From an optimization exercise on the open Yosys and OpenROAD flow, aimed at small area, a short achievable clock period and few clock cycles; shortcuts taken in it are not production practice.
Only simulation tests tie the RTL to the original design; equivalence was not proved.
Power is estimated from default activity; no workload was simulated.

--- run.sh ---
#!/bin/bash
# synth_recipe.tcl (not shown) runs the flow's synth.tcl, then flattens the netlist and writes it again
# the make line also repeats each setting of config.mk as NAME=value (left out here)
make -C /OpenROAD-flow-scripts/flow DESIGN_CONFIG=/design/flow/config.mk WORK_HOME=/design/flow/orfs CLKGATE_MAP_FILE= SYNTH_SCRIPT=/design/flow/synth_recipe.tcl finish
--- config.mk ---
export PLATFORM = sky130hd
export DESIGN_NAME = frame_sync_fsm
export DESIGN_NICKNAME = frame_sync_fsm
export VERILOG_FILES = /design/flow/design.v
export SDC_FILE = /design/flow/constraint.sdc
export NUM_CORES = 8
export LEC_CHECK = 0
export CAP_MARGIN = 20
export CORE_MARGIN = 2
export CORE_UTILIZATION = 25
export SLEW_MARGIN = 20
--- constraint.sdc ---
create_clock -name core_clock -period 30.0 [get_ports {clk}]
set_input_delay 6.0000 -clock core_clock [delete_from_list [all_inputs] [get_ports {clk}]]
set_output_delay 6.0000 -clock core_clock [all_outputs]
set_load 0.01 [all_outputs]
--- design.v ---
module fs_crc (
    input  wire [31:0] c,
    input  wire [31:0] x,
    input  wire [31:0] y,
    output wire [31:0] c_next
);
    wire [31:0] t = c ^ {x[7:0], x[15:8], x[23:16], x[31:24]};
    wire [31:0] u = {y[7:0], y[15:8], y[23:16], y[31:24]};
    assign c_next[0] = ^(t & 32'h04d101df) ^ ^(u & 32'h74482112) ^ 1'b0;
    assign c_next[1] = ^(t & 32'h09a203be) ^ ^(u & 32'he8904225) ^ 1'b0;
    assign c_next[2] = ^(t & 32'h1344077d) ^ ^(u & 32'hd120844a) ^ 1'b1;
    assign c_next[3] = ^(t & 32'h26880efa) ^ ^(u & 32'ha2410895) ^ 1'b0;
    assign c_next[4] = ^(t & 32'h4d101df4) ^ ^(u & 32'h4482112a) ^ 1'b0;
    assign c_next[5] = ^(t & 32'h9a203be9) ^ ^(u & 32'h89042255) ^ 1'b0;
    assign c_next[6] = ^(t & 32'h3091760d) ^ ^(u & 32'h664065b8) ^ 1'b1;
    assign c_next[7] = ^(t & 32'h6122ec1a) ^ ^(u & 32'hcc80cb71) ^ 1'b0;
    assign c_next[8] = ^(t & 32'hc245d835) ^ ^(u & 32'h990196e3) ^ 1'b0;
    assign c_next[9] = ^(t & 32'h805ab1b5) ^ ^(u & 32'h464b0cd4) ^ 1'b1;
    assign c_next[10] = ^(t & 32'h046462b5) ^ ^(u & 32'hf8de38bb) ^ 1'b0;
    assign c_next[11] = ^(t & 32'h08c8c56a) ^ ^(u & 32'hf1bc7176) ^ 1'b0;
    assign c_next[12] = ^(t & 32'h11918ad4) ^ ^(u & 32'he378e2ec) ^ 1'b0;
    assign c_next[13] = ^(t & 32'h232315a9) ^ ^(u & 32'hc6f1c5d8) ^ 1'b1;
    assign c_next[14] = ^(t & 32'h46462b53) ^ ^(u & 32'h8de38bb0) ^ 1'b0;
    assign c_next[15] = ^(t & 32'h8c8c56a6) ^ ^(u & 32'h1bc71760) ^ 1'b0;
    assign c_next[16] = ^(t & 32'h1dc9ac92) ^ ^(u & 32'h43c60fd2) ^ 1'b0;
    assign c_next[17] = ^(t & 32'h3b935924) ^ ^(u & 32'h878c1fa5) ^ 1'b1;
    assign c_next[18] = ^(t & 32'h7726b249) ^ ^(u & 32'h0f183f4a) ^ 1'b0;
    assign c_next[19] = ^(t & 32'hee4d6493) ^ ^(u & 32'h1e307e95) ^ 1'b1;
    assign c_next[20] = ^(t & 32'hd84bc8f9) ^ ^(u & 32'h4828dc39) ^ 1'b1;
    assign c_next[21] = ^(t & 32'hb446902d) ^ ^(u & 32'he4199960) ^ 1'b1;
    assign c_next[22] = ^(t & 32'h6c5c2184) ^ ^(u & 32'hbc7b13d3) ^ 1'b1;
    assign c_next[23] = ^(t & 32'hd8b84309) ^ ^(u & 32'h78f627a7) ^ 1'b0;
    assign c_next[24] = ^(t & 32'hb5a187cc) ^ ^(u & 32'h85a46e5d) ^ 1'b1;
    assign c_next[25] = ^(t & 32'h6f920e46) ^ ^(u & 32'h7f00fda8) ^ 1'b0;
    assign c_next[26] = ^(t & 32'hdf241c8c) ^ ^(u & 32'hfe01fb50) ^ 1'b0;
    assign c_next[27] = ^(t & 32'hba9938c7) ^ ^(u & 32'h884bd7b2) ^ 1'b1;
    assign c_next[28] = ^(t & 32'h71e37051) ^ ^(u & 32'h64df8e77) ^ 1'b1;
    assign c_next[29] = ^(t & 32'he3c6e0a3) ^ ^(u & 32'hc9bf1cef) ^ 1'b0;
    assign c_next[30] = ^(t & 32'hc35cc098) ^ ^(u & 32'he73618cd) ^ 1'b0;
    assign c_next[31] = ^(t & 32'h826880ef) ^ ^(u & 32'hba241089) ^ 1'b1;
endmodule
module fs_stats (
    input  wire        clk,
    input  wire        rst,
    input  wire        inc,         
    input  wire [2:0]  code,        
    input  wire [3:0]  ch,
    input  wire        acc,         
    input  wire        fin,         
    input  wire [5:0]  fsel,
    output reg  [31:0] fword,
    input  wire [6:0]  rsel,
    input  wire        ral,
    output reg  [31:0] rword,
    output reg         rvalid,
    output wire        run_go,      
    output wire        run_last     
);
    localparam P = 45;
    localparam RUN_LEN = 123;
    reg [12:0] fc0;
    reg [12:0] fc1;
    reg [12:0] fc2;
    reg [12:0] fc3;
    reg [12:0] fc4;
    reg [12:0] fc5;
    reg [12:0] fc6;
    reg [14:0] fc7;
    reg [12:0] fc8;
    reg [12:0] fc9;
    reg [12:0] fc10;
    reg [12:0] fc11;
    reg [12:0] fc12;
    reg [12:0] fc13;
    reg [12:0] fc14;
    reg [12:0] fc15;
    reg [12:0] fc16;
    reg [12:0] fc17;
    reg [12:0] fc18;
    reg [12:0] fc19;
    reg [12:0] fc20;
    reg [12:0] fc21;
    reg [12:0] fc22;
    reg [12:0] fc23;
    reg [12:0] fc24;
    reg [12:0] fc25;
    reg [12:0] fc26;
    reg [12:0] fc27;
    reg [12:0] fc28;
    reg [12:0] fc29;
    reg [12:0] fc30;
    reg [12:0] fc31;
    reg [12:0] fc32;
    reg [12:0] fc33;
    reg [12:0] fc34;
    reg [12:0] fc35;
    reg [12:0] fc36;
    reg [12:0] fc37;
    reg [12:0] fc38;
    reg [12:0] fc39;
    reg [12:0] fc40;
    reg [12:0] fc41;
    reg [12:0] fc42;
    reg [12:0] fc43;
    reg [12:0] fc44;
    reg [63:0] bufs;
    reg [P*32-1:0] rlo, rhi;
    reg [5:0] ph;
    reg zero, zq, cq;
    wire chv = (ch < 4'd9);
    wire [3:0] kr = chv ? ch : 4'd9;    
    wire [3:0] kc = chv ? ch : 4'd8;    
    wire clr = rst | fin;
    always @(posedge clk) begin
        if (clr) begin
            fc0 <= 0;
            fc1 <= 0;
            fc2 <= 0;
            fc3 <= 0;
            fc4 <= 0;
            fc5 <= 0;
            fc6 <= 0;
            fc7 <= 0;
            fc8 <= 0;
            fc9 <= 0;
            fc10 <= 0;
            fc11 <= 0;
            fc12 <= 0;
            fc13 <= 0;
            fc14 <= 0;
            fc15 <= 0;
            fc16 <= 0;
            fc17 <= 0;
            fc18 <= 0;
            fc19 <= 0;
            fc20 <= 0;
            fc21 <= 0;
            fc22 <= 0;
            fc23 <= 0;
            fc24 <= 0;
            fc25 <= 0;
            fc26 <= 0;
            fc27 <= 0;
            fc28 <= 0;
            fc29 <= 0;
            fc30 <= 0;
            fc31 <= 0;
            fc32 <= 0;
            fc33 <= 0;
            fc34 <= 0;
            fc35 <= 0;
            fc36 <= 0;
            fc37 <= 0;
            fc38 <= 0;
            fc39 <= 0;
            fc40 <= 0;
            fc41 <= 0;
            fc42 <= 0;
            fc43 <= 0;
            fc44 <= 0;
        end else if (inc) begin
            if ((code == 3'd1)) fc0 <= fc0 + 1'b1;
            if ((code == 3'd2)) fc1 <= fc1 + 1'b1;
            if ((code == 3'd3)) fc2 <= fc2 + 1'b1;
            if ((code == 3'd4)) fc3 <= fc3 + 1'b1;
            if ((code == 3'd5)) fc4 <= fc4 + 1'b1;
            if ((code == 3'd6)) fc5 <= fc5 + 1'b1;
            if (((code == 3'd3 || code == 3'd6) && !chv)) fc6 <= fc6 + 1'b1;
            if (1'b1) fc7 <= fc7 + 1'b1;
            if ((code == 3'd2 && ch == 4'd0)) fc8 <= fc8 + 1'b1;
            if ((code == 3'd3 && kr == 4'd0)) fc9 <= fc9 + 1'b1;
            if ((code == 3'd4 && kc == 4'd0)) fc10 <= fc10 + 1'b1;
            if ((code == 3'd5 && kc == 4'd0)) fc11 <= fc11 + 1'b1;
            if ((code == 3'd2 && ch == 4'd1)) fc12 <= fc12 + 1'b1;
            if ((code == 3'd3 && kr == 4'd1)) fc13 <= fc13 + 1'b1;
            if ((code == 3'd4 && kc == 4'd1)) fc14 <= fc14 + 1'b1;
            if ((code == 3'd5 && kc == 4'd1)) fc15 <= fc15 + 1'b1;
            if ((code == 3'd2 && ch == 4'd2)) fc16 <= fc16 + 1'b1;
            if ((code == 3'd3 && kr == 4'd2)) fc17 <= fc17 + 1'b1;
            if ((code == 3'd4 && kc == 4'd2)) fc18 <= fc18 + 1'b1;
            if ((code == 3'd5 && kc == 4'd2)) fc19 <= fc19 + 1'b1;
            if ((code == 3'd2 && ch == 4'd3)) fc20 <= fc20 + 1'b1;
            if ((code == 3'd3 && kr == 4'd3)) fc21 <= fc21 + 1'b1;
            if ((code == 3'd4 && kc == 4'd3)) fc22 <= fc22 + 1'b1;
            if ((code == 3'd5 && kc == 4'd3)) fc23 <= fc23 + 1'b1;
            if ((code == 3'd2 && ch == 4'd4)) fc24 <= fc24 + 1'b1;
            if ((code == 3'd3 && kr == 4'd4)) fc25 <= fc25 + 1'b1;
            if ((code == 3'd4 && kc == 4'd4)) fc26 <= fc26 + 1'b1;
            if ((code == 3'd5 && kc == 4'd4)) fc27 <= fc27 + 1'b1;
            if ((code == 3'd2 && ch == 4'd5)) fc28 <= fc28 + 1'b1;
            if ((code == 3'd3 && kr == 4'd5)) fc29 <= fc29 + 1'b1;
            if ((code == 3'd4 && kc == 4'd5)) fc30 <= fc30 + 1'b1;
            if ((code == 3'd5 && kc == 4'd5)) fc31 <= fc31 + 1'b1;
            if ((code == 3'd2 && ch == 4'd6)) fc32 <= fc32 + 1'b1;
            if ((code == 3'd3 && kr == 4'd6)) fc33 <= fc33 + 1'b1;
            if ((code == 3'd4 && kc == 4'd6)) fc34 <= fc34 + 1'b1;
            if ((code == 3'd5 && kc == 4'd6)) fc35 <= fc35 + 1'b1;
            if ((code == 3'd2 && ch == 4'd7)) fc36 <= fc36 + 1'b1;
            if ((code == 3'd3 && kr == 4'd7)) fc37 <= fc37 + 1'b1;
            if ((code == 3'd4 && kc == 4'd7)) fc38 <= fc38 + 1'b1;
            if ((code == 3'd5 && kc == 4'd7)) fc39 <= fc39 + 1'b1;
            if ((code == 3'd2 && ch == 4'd8)) fc40 <= fc40 + 1'b1;
            if ((code == 3'd3 && kr == 4'd8)) fc41 <= fc41 + 1'b1;
            if ((code == 3'd4 && kc == 4'd8)) fc42 <= fc42 + 1'b1;
            if ((code == 3'd5 && kc == 4'd8)) fc43 <= fc43 + 1'b1;
            if ((code == 3'd3 && !chv) || (code == 3'd6)) fc44 <= fc44 + 1'b1;
        end
        if (rst) bufs <= 64'd0;
        else if (fin) bufs <= bufs + 64'd1;
    end
    always @(*) begin
        case (fsel)
            6'd0:  fword = {8'd3, 8'd0, 16'd56};
            6'd1:  fword = bufs[63:32];
            6'd2:  fword = bufs[31:0];
            6'd3:  fword = fc0;
            6'd4:  fword = fc1;
            6'd5:  fword = fc2;
            6'd6:  fword = fc3;
            6'd7:  fword = fc4;
            6'd8:  fword = fc5;
            6'd9:  fword = fc6;
            6'd10: fword = {31'd0, (fc1 == 13'd0) && (fc2 == 13'd0)};
            6'd11: fword = fc7;
            6'd12: fword = fc8;
            6'd13: fword = fc9;
            6'd14: fword = fc10;
            6'd15: fword = fc11;
            6'd16: fword = fc12;
            6'd17: fword = fc13;
            6'd18: fword = fc14;
            6'd19: fword = fc15;
            6'd20: fword = fc16;
            6'd21: fword = fc17;
            6'd22: fword = fc18;
            6'd23: fword = fc19;
            6'd24: fword = fc20;
            6'd25: fword = fc21;
            6'd26: fword = fc22;
            6'd27: fword = fc23;
            6'd28: fword = fc24;
            6'd29: fword = fc25;
            6'd30: fword = fc26;
            6'd31: fword = fc27;
            6'd32: fword = fc28;
            6'd33: fword = fc29;
            6'd34: fword = fc30;
            6'd35: fword = fc31;
            6'd36: fword = fc32;
            6'd37: fword = fc33;
            6'd38: fword = fc34;
            6'd39: fword = fc35;
            6'd40: fword = fc36;
            6'd41: fword = fc37;
            6'd42: fword = fc38;
            6'd43: fword = fc39;
            6'd44: fword = fc40;
            6'd45: fword = fc41;
            6'd46: fword = fc42;
            6'd47: fword = fc43;
            6'd49: fword = fc44;
            default: fword = 32'd0;
        endcase
    end
    reg [14:0] opnd;
    always @(*) begin
        case (ph)
            6'd0: opnd = fc0;
            6'd1: opnd = fc22;
            6'd2: opnd = fc1;
            6'd3: opnd = fc23;
            6'd4: opnd = fc2;
            6'd5: opnd = fc24;
            6'd6: opnd = fc3;
            6'd7: opnd = fc25;
            6'd8: opnd = fc4;
            6'd9: opnd = fc26;
            6'd10: opnd = fc5;
            6'd11: opnd = fc27;
            6'd12: opnd = fc6;
            6'd13: opnd = fc28;
            6'd14: opnd = fc7;
            6'd15: opnd = fc29;
            6'd16: opnd = fc44;
            6'd17: opnd = fc8;
            6'd18: opnd = fc30;
            6'd19: opnd = fc9;
            6'd20: opnd = fc31;
            6'd21: opnd = fc10;
            6'd22: opnd = fc32;
            6'd23: opnd = fc11;
            6'd24: opnd = fc33;
            6'd25: opnd = fc12;
            6'd26: opnd = fc34;
            6'd27: opnd = fc13;
            6'd28: opnd = fc35;
            6'd29: opnd = fc14;
            6'd30: opnd = fc36;
            6'd31: opnd = fc15;
            6'd32: opnd = fc37;
            6'd33: opnd = fc16;
            6'd34: opnd = fc38;
            6'd35: opnd = fc17;
            6'd36: opnd = fc39;
            6'd37: opnd = fc18;
            6'd38: opnd = fc40;
            6'd39: opnd = fc19;
            6'd40: opnd = fc41;
            6'd41: opnd = fc20;
            6'd42: opnd = fc42;
            6'd43: opnd = fc21;
            6'd44: opnd = fc43;
            default: opnd = 15'd0;
        endcase
    end
    wire [31:0] head_lo = zero ? 32'd0 : rlo[31:0];
    wire [32:0] lo_sum  = {1'b0, head_lo} + {18'd0, acc ? opnd : 15'd0};
    wire [31:0] hi_fix  = (zq ? 32'd0 : rhi[P*32-1 -: 32]) + {31'd0, cq};
    always @(posedge clk) begin
        rlo <= {lo_sum[31:0], rlo[P*32-1:32]};
        rhi <= {rhi[31:0], hi_fix, rhi[(P-1)*32-1:32]};
        cq  <= lo_sum[32];
        zq  <= zero;
        if (rst) begin
            ph   <= 6'd0;
            zero <= 1'b1;
        end else begin
            ph <= (ph == P-1) ? 6'd0 : ph + 6'd1;
            if (ph == P-1) zero <= 1'b0;
        end
    end
    assign run_go = (ph == 42);
    assign run_last = (rsel == 7'd122);
    always @(*) begin
        rvalid = 1'b1;
        case (rsel)
            7'd0: rword = {8'd4, 8'd0, 16'd108};
            7'd1: rword = bufs[63:32];
            7'd2: rword = bufs[31:0];
            7'd3: rword = rhi[31:0];    
            7'd4: rword = rlo[P*32-1 -: 32];    
            7'd5: rword = rhi[31:0];    
            7'd6: rword = rlo[P*32-1 -: 32];    
            7'd7: rword = rhi[31:0];    
            7'd8: rword = rlo[P*32-1 -: 32];    
            7'd9: rword = rhi[31:0];    
            7'd10: rword = rlo[P*32-1 -: 32];    
            7'd11: rword = rhi[31:0];    
            7'd12: rword = rlo[P*32-1 -: 32];    
            7'd13: rword = rhi[31:0];    
            7'd14: rword = rlo[P*32-1 -: 32];    
            7'd15: rword = rhi[31:0];    
            7'd16: rword = rlo[P*32-1 -: 32];    
            7'd17: rword = rhi[31:0];    
            7'd18: rword = rlo[P*32-1 -: 32];    
            7'd19: rword = {31'd0, ral};
            7'd20: rword = rhi[31:0];    
            7'd21: rword = rlo[P*32-1 -: 32];    
            7'd22: rword = rhi[31:0];    
            7'd23: rword = rlo[P*32-1 -: 32];    
            7'd24: rword = rhi[31:0];    
            7'd25: rword = rlo[P*32-1 -: 32];    
            7'd26: rword = rhi[31:0];    
            7'd27: rword = rlo[P*32-1 -: 32];    
            7'd28: rword = rhi[31:0];    
            7'd29: rword = rlo[P*32-1 -: 32];    
            7'd30: rword = rhi[31:0];    
            7'd31: rword = rlo[P*32-1 -: 32];    
            7'd32: rword = rhi[31:0];    
            7'd33: rword = rlo[P*32-1 -: 32];    
            7'd34: rword = rhi[31:0];    
            7'd35: rword = rlo[P*32-1 -: 32];    
            7'd36: rword = rhi[31:0];    
            7'd37: rword = rlo[P*32-1 -: 32];    
            7'd38: rword = rhi[31:0];    
            7'd39: rword = rlo[P*32-1 -: 32];    
            7'd40: rword = rhi[31:0];    
            7'd41: rword = rlo[P*32-1 -: 32];    
            7'd42: rword = rhi[31:0];    
            7'd43: rword = rlo[P*32-1 -: 32];    
            7'd44: rword = rhi[31:0];    
            7'd45: rword = rlo[P*32-1 -: 32];    
            7'd46: rword = rhi[31:0];    
            7'd47: rword = rlo[P*32-1 -: 32];    
            7'd49: rword = rhi[31:0];    
            7'd50: rword = rlo[P*32-1 -: 32];    
            7'd51: rword = rhi[31:0];    
            7'd52: rword = rlo[P*32-1 -: 32];    
            7'd53: rword = rhi[31:0];    
            7'd54: rword = rlo[P*32-1 -: 32];    
            7'd55: rword = rhi[31:0];    
            7'd56: rword = rlo[P*32-1 -: 32];    
            7'd57: rword = rhi[31:0];    
            7'd58: rword = rlo[P*32-1 -: 32];    
            7'd59: rword = rhi[31:0];    
            7'd60: rword = rlo[P*32-1 -: 32];    
            7'd61: rword = rhi[31:0];    
            7'd62: rword = rlo[P*32-1 -: 32];    
            7'd63: rword = rhi[31:0];    
            7'd64: rword = rlo[P*32-1 -: 32];    
            7'd66: rword = rhi[31:0];    
            7'd67: rword = rlo[P*32-1 -: 32];    
            7'd68: rword = rhi[31:0];    
            7'd69: rword = rlo[P*32-1 -: 32];    
            7'd70: rword = rhi[31:0];    
            7'd71: rword = rlo[P*32-1 -: 32];    
            7'd72: rword = rhi[31:0];    
            7'd73: rword = rlo[P*32-1 -: 32];    
            7'd74: rword = rhi[31:0];    
            7'd75: rword = rlo[P*32-1 -: 32];    
            7'd76: rword = rhi[31:0];    
            7'd77: rword = rlo[P*32-1 -: 32];    
            7'd78: rword = rhi[31:0];    
            7'd79: rword = rlo[P*32-1 -: 32];    
            7'd80: rword = rhi[31:0];    
            7'd81: rword = rlo[P*32-1 -: 32];    
            7'd82: rword = rhi[31:0];    
            7'd83: rword = rlo[P*32-1 -: 32];    
            7'd84: rword = rhi[31:0];    
            7'd85: rword = rlo[P*32-1 -: 32];    
            7'd86: rword = rhi[31:0];    
            7'd87: rword = rlo[P*32-1 -: 32];    
            7'd88: rword = rhi[31:0];    
            7'd89: rword = rlo[P*32-1 -: 32];    
            7'd90: rword = rhi[31:0];    
            7'd91: rword = rlo[P*32-1 -: 32];    
            7'd92: rword = rhi[31:0];    
            7'd93: rword = rlo[P*32-1 -: 32];    
            7'd94: rword = 32'd0;
            7'd95: rword = 32'd0;
            7'd109: rword = rhi[31:0];    
            7'd110: rword = rlo[P*32-1 -: 32];    
            7'd111: rword = 32'd0;
            7'd112: rword = 32'd0;
            7'd113: rword = 32'd0;
            7'd114: rword = 32'd0;
            7'd115: rword = 32'd0;
            7'd116: rword = 32'd0;
            7'd117: rword = 32'd0;
            7'd118: rword = 32'd0;
            7'd119: rword = 32'd0;
            7'd120: rword = 32'd0;
            7'd121: rword = 32'd0;
            7'd122: rword = 32'd0;
            default: begin rword = 32'd0; rvalid = 1'b0; end
        endcase
    end
endmodule
module frame_sync_fsm (
    input  wire        clk,
    input  wire        rst,
    input  wire        in_valid,
    output wire        in_ready,
    input  wire [1:0]  in_kind,
    input  wire [31:0] in_data,
    output wire        out_valid,
    output reg  [31:0] out_data
);
    localparam [31:0] CRC_K = 32'h7f8f8816;    
    localparam [28:0] SYNC_HI = 29'h0B4B4B4A;   
    localparam CQ_D = 8;                        
    reg [33:0] iq0, iq1;
    reg        iwp, irp;
    reg [1:0]  iqn;
    reg        rdy;
    assign in_ready = rdy;
    wire        i_acc = in_valid & rdy;
    wire [33:0] ih    = irp ? iq1 : iq0;
    wire        ihv   = (iqn != 2'd0);
    wire [1:0]  ihk   = ih[33:32];
    wire [31:0] ihd   = ih[31:0];
    wire        i_pop;
    wire [1:0]  iqn_p = iqn - {1'b0, i_pop};
    always @(posedge clk) begin
        if (i_acc & ~iwp) iq0 <= {in_kind, in_data};
        if (i_acc &  iwp) iq1 <= {in_kind, in_data};
        if (rst) begin
            iwp <= 1'b0; irp <= 1'b0; iqn <= 2'd0; rdy <= 1'b1;
        end else begin
            iwp <= iwp ^ i_acc;
            irp <= irp ^ i_pop;
            iqn <= iqn_p + {1'b0, i_acc};
            rdy <= (iqn_p == 2'd0) | ((iqn_p == 2'd1) & ~i_acc);
        end
    end
    reg [31:0] win [0:7];       
    reg [31:0] crc;             
    reg [7:0]  sc;              
    reg [15:0] wcnt;            
    reg [3:0]  need;            
    reg        step_pend;
    reg        aligned;
    wire        sync   = sc[7];
    wire        flag   = win[0][31];
    wire [3:0]  ch     = win[0][27:24];
    wire        chv    = (ch < 4'd9);
    wire        crc_ok = (crc == win[7]);
    wire        dr     = (wcnt[2:0] == 3'd1);       
    wire o_aerr = aligned & ~sync & flag;
    wire o_aok  = aligned & ~sync & ~flag & crc_ok & chv;
    wire o_loss = aligned & ~sync & ~flag & ~(crc_ok & chv);
    wire adv1   = ~sync & (~aligned | o_loss);
    wire counts = sync | aligned | dr;               
    wire ev     = aligned & ~sync & (flag | ~chv);   
    wire cq_full;
    reg  snap_busy;
    wire step_fire = step_pend & ~(counts & cq_full) & ~(ev & snap_busy);
    wire [2:0] s_code = sync   ? 3'd1 :
                        o_aok  ? 3'd2 :
                        o_aerr ? 3'd3 :
                        o_loss ? 3'd6 :
                        flag   ? 3'd5 : 3'd4;
    wire h_word = ihv & (ihk == 2'd0);
    wire h_eob  = ihv & (ihk == 2'd1);
    wire h_read = ihv & (ihk == 2'd2);
    wire h_rsv  = ihv & (ihk == 2'd3);
    wire shift  = h_word & (~step_pend | step_fire);
    wire mark   = (h_eob | h_read) & ~step_pend & ~cq_full;
    assign i_pop = shift | mark | h_rsv;
    wire [31:0] crc_next;
    fs_crc u_crc (
        .c(crc),
        .x((wcnt != 16'd0) ? win[7] : 32'd0),
        .y((wcnt[15:3] != 13'd0) ? win[0] : 32'd0),
        .c_next(crc_next)
    );
    wire [3:0] need_eff = step_fire ? (adv1 ? 4'd1 : 4'd8) : need;
    wire       w_match  = (ihd[31:3] == SYNC_HI);
    integer j;
    always @(posedge clk) begin
        if (shift) begin
            for (j = 0; j < 7; j = j + 1) win[j] <= win[j + 1];
            win[7] <= ihd;
            sc[0] <= w_match & (ihd[2:0] == 3'd0);
            for (j = 1; j < 8; j = j + 1)
                sc[j] <= sc[j - 1] & w_match & (ihd[2:0] == j);
        end
        if (rst) begin
            crc       <= CRC_K;
            wcnt      <= 16'd0;
            need      <= 4'd8;
            step_pend <= 1'b0;
            aligned   <= 1'b0;
        end else begin
            if (shift) begin
                crc  <= crc_next;
                wcnt <= wcnt + 16'd1;
                if (need_eff == 4'd1) begin
                    step_pend <= 1'b1;
                    need      <= 4'd8;
                end else begin
                    step_pend <= 1'b0;
                    need      <= need_eff - 4'd1;
                end
            end else if (step_fire) begin
                step_pend <= 1'b0;
                need      <= need_eff;
            end
            if (mark & h_eob) begin
                crc  <= CRC_K;
                wcnt <= 16'd0;
                need <= 4'd8;
            end
            if (step_fire) begin
                if (sync)   aligned <= 1'b1;
                if (o_loss) aligned <= 1'b0;
            end
        end
    end
    reg [31:0] sn [0:7];        
    reg [31:0] sn_crc;
    reg [15:0] sn_p;
    reg        sn_ok;
    wire snap_load = step_fire & ev;
    always @(posedge clk) begin
        if (snap_load) begin
            for (j = 0; j < 8; j = j + 1) sn[j] <= win[j];
            sn_crc <= crc;
            sn_p   <= wcnt - 16'd8;
            sn_ok  <= crc_ok;
        end
    end
    wire [255:0] SF = {sn[0], sn[1], sn[2], sn[3], sn[4], sn[5], 32'd0, sn[7]};
    wire [32:0]  delta = {1'b0, sn_crc} - {1'b0, SF[31:0]};
    wire [31:0]  bad_word = {8'd2, SF[251:248], SF[255], SF[255] ? 1'b0 : sn_ok, 2'b00, sn_p};
    reg  [31:0]  err_word;
    reg  [3:0]   ei;
    always @(*) begin
        case (ei)
            4'd0:  err_word = {8'd1, 8'd0, 16'd13};
            4'd1:  err_word = {28'd0, SF[251:248]};
            4'd2:  err_word = {21'd0, SF[220:210]};
            4'd3:  err_word = {20'd0, SF[128:117]};
            4'd4:  err_word = SF[116:85];
            4'd5:  err_word = {32{delta[32]}};
            4'd6:  err_word = delta[31:0];
            4'd7:  err_word = {5'd0, SF[247:221]};
            4'd8:  err_word = {5'd0, SF[209:183]};
            4'd9:  err_word = {5'd0, SF[182:156]};
            4'd10: err_word = {5'd0, SF[155:129]};
            4'd11: err_word = SF[31:0];
            default: err_word = sn_crc;
        endcase
    end
    reg [6:0] cq [0:CQ_D-1];
    reg [2:0] cwp, crp;
    reg [3:0] cqn;
    assign cq_full = (cqn == CQ_D);
    wire       c_push = (step_fire & counts) | mark;
    wire [6:0] c_in   = mark ? {3'd7, 2'b00, h_read, aligned} : {s_code, ch};
    wire [6:0] chd    = cq[crp];
    wire       chv_q  = (cqn != 4'd0);
    wire       c_pop;
    always @(posedge clk) begin
        if (c_push) cq[cwp] <= c_in;
        if (rst) begin
            cwp <= 3'd0; crp <= 3'd0; cqn <= 4'd0;
        end else begin
            cwp <= cwp + {2'd0, c_push};
            crp <= crp + {2'd0, c_pop};
            cqn <= cqn + {3'd0, c_push} - {3'd0, c_pop};
        end
    end
    localparam [1:0] Q_IDLE = 2'd0, Q_ERR = 2'd1, Q_FILE = 2'd2, Q_RUN = 2'd3;
    reg  [1:0] qs;
    reg  [6:0] qi;
    reg        ral;
    reg        ov;
    assign out_valid = ov;
    wire [2:0] hcode = chd[6:4];
    wire [3:0] hch   = chd[3:0];
    wire h_cnt   = chv_q & (qs == Q_IDLE) & (hcode != 3'd7);
    wire h_mark  = chv_q & (qs == Q_IDLE) & (hcode == 3'd7);
    wire h_bad   = ((hcode == 3'd3) | (hcode == 3'd6)) & ~(hch < 4'd9);
    wire h_err   = (hcode == 3'd3);
    wire run_go, run_last;
    wire go_file = h_mark & ~hch[1];
    wire go_run  = h_mark & hch[1] & run_go;
    assign c_pop = h_cnt | go_file | go_run;
    wire        f_acc = go_file | ((qs == Q_FILE) & (qi <= 7'd44));
    wire        f_fin = (qs == Q_FILE) & (qi == 7'd55);
    wire [31:0] fword, rword;
    wire        rvalid;
    fs_stats u_stats (
        .clk(clk), .rst(rst),
        .inc(h_cnt), .code(hcode), .ch(hch),
        .acc(f_acc), .fin(f_fin),
        .fsel(qi[5:0]), .fword(fword),
        .rsel(qi), .ral(ral), .rword(rword), .rvalid(rvalid),
        .run_go(run_go), .run_last(run_last)
    );
    always @(*) begin
        ei = qi[3:0];
        if (qs == Q_IDLE) ei = 4'd0;
    end
    always @(posedge clk) begin
        if (rst) begin
            qs <= Q_IDLE; qi <= 7'd0; ov <= 1'b0; snap_busy <= 1'b0;
        end else begin
            if (snap_load) snap_busy <= 1'b1;
            ov <= 1'b0;
            case (qs)
                Q_IDLE: begin
                    if (h_cnt) begin
                        if (h_bad) begin
                            ov <= 1'b1; out_data <= bad_word;
                            if (h_err) begin qs <= Q_ERR; qi <= 7'd0; end
                            else snap_busy <= 1'b0;
                        end else if (h_err) begin
                            ov <= 1'b1; out_data <= err_word;    
                            qs <= Q_ERR; qi <= 7'd1;
                        end
                    end else if (go_file) begin
                        ov <= 1'b1; out_data <= {8'd3, 8'd0, 16'd56};
                        qs <= Q_FILE; qi <= 7'd1;
                    end else if (go_run) begin
                        ov <= 1'b1; out_data <= {8'd4, 8'd0, 16'd108};
                        qs <= Q_RUN; qi <= 7'd1; ral <= hch[0];
                    end
                end
                Q_ERR: begin
                    ov <= 1'b1; out_data <= err_word;
                    qi <= qi + 7'd1;
                    if (qi == 7'd12) begin qs <= Q_IDLE; snap_busy <= 1'b0; end
                end
                Q_FILE: begin
                    ov <= 1'b1; out_data <= fword;
                    qi <= qi + 7'd1;
                    if (qi == 7'd55) qs <= Q_IDLE;
                end
                default: begin
                    ov <= rvalid; out_data <= rword;
                    qi <= qi + 7'd1;
                    if (run_last) qs <= Q_IDLE;
                end
            endcase
        end
    end
endmodule
==> summary.txt <==
Critical path
  – CP endpoint kind: register
  – Register-to-register path setup slack: 22,980 ps
  – Critical Path Stages: 6
  – Worst path required time: 30,800 ps
  – Slowest cell delay on critical path: 850 ps
  – WP buf/inv: 4
  – Critical path destination: u_stats.fc34[9]
  – Critical path cell sequence: buf_4, or2_4, buf_4, buf_4, buf_4, nor2_1
  – Critical path's slowest cell: buf_4
  – Worst setup path class: primary input to register
  – Worst Path Arrival: 9480 ps
  – Crit Path Max Fanout: 91
  – Most frequent CP cell: buf_4
  – Worst reg2reg startpoint: crp[0]
  – FF-to-FF End: u_stats.rlo[1438]
  – Worst Setup SP: rst
  – Startpoint Class: primary input
  – Cells on worst reg2reg path: 21
  – Delay-heaviest family, CP: buffers and inverters

Global route
  – Antenna violations before repair: 57
  – Grt ovf: 0
  – Vias in the first global route: 77,687
  – Global-route wire length before repair: 636,000 um
  – Largest net degree at the start of global routing: 178
  – GRT Util Overall: 17.0%

STA
  – Min Tclk post-route: 8670 ps
  – Tcrit/Tclk final: 28.9%
  – Fmax: 0.115 GHz
  – Count of final setup violators: 0
  – Final hold viol count: 0
  – RSZ-0062 raised after global routing: false
  – Slew headroom: 6.42%
  – Max Slew Vio Count: 0
  – Hold_ws: 249 ps
  – Setup TNS: 0 ps
  – Worst Max-Slew Pin Slew: 1390 ps
  – Worst Skew: 89.5 ps

Power
  – Pwr per Cell Area: 89.1 nW/um2
  – Leak pwr: 0.0552 uW
  – Worst VDD drop: 0.124 mV

Synth
  – Mapped Nets: 10,584
  – Netlist cell types: 86
  – Mapped cell area: 131,000 um2
  – Synthesis-stage register bit count: 4,290
  – Most used DFF post-synth: dfxtp_1
  – Sequential fraction of the synthesis area: 70.4%
  – Avg Cell Area, Syn: 12.6 um2
  – Largest area contributor in the netlist: dfxtp_1
  – Ys async rst share: 0%
  – Top cells by area, synth: dfxtp_1, edfxtp_1, xnor2_1
  – Synth Instances: 10,413
  – Top cell type's share of synthesized area: 55.1%
  – Synth warn: 4
  – Number of synthesized flops with an enable pin: 670

Finish
  – Finished Cell Area: 156,000 um2
  – Nets@finish: 10,851
  – Final Util: 29.7%
  – Layout cells sized above 1: 10.3%
  – Area Growth Syn to Fin: 18.6%

Clock tree
  – Resized cells post-CTS: 0
  – TritonCTS Sinks: 4,290
  – CTS Hold Bufs: 0
  – Post-CTS setup buffer count: 0
  – CTS buffer count: 405
  – Total number of H-tree levels: 5
  – CTS clock-pin slew for the worst setup and hold paths: 60 ps
  – Clk latency of the worst-skew pair: 1020 ps
  – TritonCTS clock tree: yes
  – Root Buffer: clkbuf_16
  – CTS max path bufs: 4

Min path
  – Worst Hold Launch: u_stats.rhi[810]
  – Hold WC Path Type: register to register

Placement
  – IO buf count: 70
  – Hpwl dp: 341,000 um
  – Global placement routability congestion: 1.05
  – Area after DPL: 142,000 um2

Run
  – Total of max-cap violations: 0

Route
  – Final wirelength: 469,000 um
  – Total number of vias: 84,058
  – DR pass1 iterations: 9
  – Residual DRC: 0
  – DRT antenna net count: 0
  – Routed len/inst: 26.0 um
  – Initial DRC count: 10,374
  – Vias/cell: 4.67

Floorplan
  – Die width: 729 um
  – Die H: 729 um
  – # rows: 266
  – Initial Utilization: 25.1%
  – Core area: 524,000 um2
  – Die area: 532,000 um2
  – Io pins: 71

Status
  – Status: finished clean
cells in the mapped netlist, drive strengths merged, types with 32 or more instances:
cell type and instances:
nor4 53, or3 158, nor2b 71, o21ai 274, a22oi 442, o221ai 34
xor2 598, a21o 43, a221oi 141, a222oi 33, nor3 58, ha 131
nor2 876, a21oi 274, and4 32, xnor2 610, nand2 594, a22o 110
dfxtp 3620, buf 47, clkbuf 403, nand3 231, inv 124, edfxtp 670
mux2 35, mux2i 33, nand4 289, and3 128
cell usage in the layout, fill, tap and decap left out, types with 122 or more instances in the layout:
cell type / n
a21oi_1: 273
a221oi_1: 140
a22oi_1: 442
and3_1: 122
buf_4: 239
clkbuf_16: 413
dfxtp_1: 3619
edfxtp_1: 670
ha_1: 129
inv_1: 123
nand2_1: 593
nand3_1: 230
nand4_1: 287
nor2_1: 776
o21ai_0: 270
or3_1: 156
xnor2_1: 609
xor2_1: 591
per-layer routing:
metal | track usage [%] | routed length, um | up-vias
li1 | - | - | 36928
met1 | 23.0 | 199000 | 41396
met2 | 23.8 | 187000 | 4416
met3 | 5.21 | 49900 | 1304
met4 | 10.0 | 33500 | 14
met5 | 0 | 87 | -
worst reg2reg max path, stage by stage (launching register included):
cell,delay [ps]
dfxtp_1,980
mux4_2,640
mux2i_4,370
nand3_1,500
nand2_1,240
o21ai_0,110
buf_4,260
a31oi_1,470
ha_1,260
inv_1,50
fa_1,400
nor2b_1,130
o21ai_0,100
a21boi_0,230
o21ai_0,140
a21oi_1,300
o2111ai_1,170
a31oi_1,660
a221oi_1,200
buf_4,240
nor2b_1,130
mux2_2,350
cell families after synthesis:
logic type | Yosys count | synth area share [%]
flops | 4290 | 70.4
simple gates | 2579 | 9.41
compound gates | 1541 | 8.18
xor+xnor | 1212 | 8.17
buf+inv | 575 | 1.68
fa+ha+maj | 134 | 1.29
mux | 82 | 0.829
through the flow:
step / total power [uW] / setup WS [ps] / std cells
after floorplan: 7880 / 10600 / 10413
after global placement: 8650 / 20480 / 17237
after detailed placement: 8660 / 20420 / 17238
after CTS: 14000 / 21460 / 17986
after global routing: 14400 / 21180 / 17990
final: 13900 / 21330 / 18010
area by class of cell:
cell class / instances / area, um2
Fill cell: 52793 / 368000
Sequential cell: 4290 / 92600
Multi-Input combinational cell: 5548 / 37400
Clock buffer: 569 / 11700
Tap cell: 6968 / 8720
Timing Repair Buffer: 310 / 2520
Clock inverter: 179 / 2410
Inverter: 125 / 477
Antenna cell: 21 / 52.6
sequential cells by signal (all words and copies together) (netlist names), 15 cells and up:
signal        cells
win             256
iq1              34
crc              32
sn_crc           32
u_stats.rhi    1440
cq               56
out_data         32
u_stats.fc7      15
u_stats.rlo    1440
wcnt             16
sn_p             16
sn              200
iq0              34
u_stats.bufs     64
report_power, final:
group | total, uW | switching [uW] | internal [uW] | leakage, uW
logic | 2360 | 1420 | 938 | 0.0130
clock network | 5310 | 2250 | 3060 | 0.00694
registers | 6220 | 179 | 6040 | 0.0353
total | 13900 | 3850 | 10000 | 0.0552
worst min-delay path by stage:
stage | end | slack (ps) | cells past startpoint
floorplan | u_stats.rhi[0] | 310 | 0
global placement | u_stats.rhi[84] | 310 | 0
detailed placement | u_stats.rhi[1107] | 310 | 0
CTS | u_stats.rhi[778] | 230 | 0
global route | u_stats.rhi[778] | 240 | 0
finish | u_stats.rhi[778] | 250 | 0
Testbench counts, summed over its fixed seeds: cycles 59,198.

what the ideal ports hide:
No port has a modelled driver above. Below, the same layout with a new extraction and two added sets of constraints.
Step 1 assumes that a clkbuf_16 drives the clock port and a buf_2 every other input.
Step 2 moves the port delays by t, midway between the first and last clock arrival at a register: inputs arrive t later, outputs are due t later. That takes back most of the time a late clock gives input paths.
Slacks: ideal / step 1 / step 2; pairs: ideal / step 1.
t (ns): 1.081
setup slack, ns: 21.328 / 21.417 / 20.336
clock arrival spread, ns: 0.105 / 0.105
cell pins on the clock port's net: 1
After both steps this run still meets setup and hold. For this run, drivers alone change the setup slack by +0.089 ns; drivers and shift together by -0.992 ns.
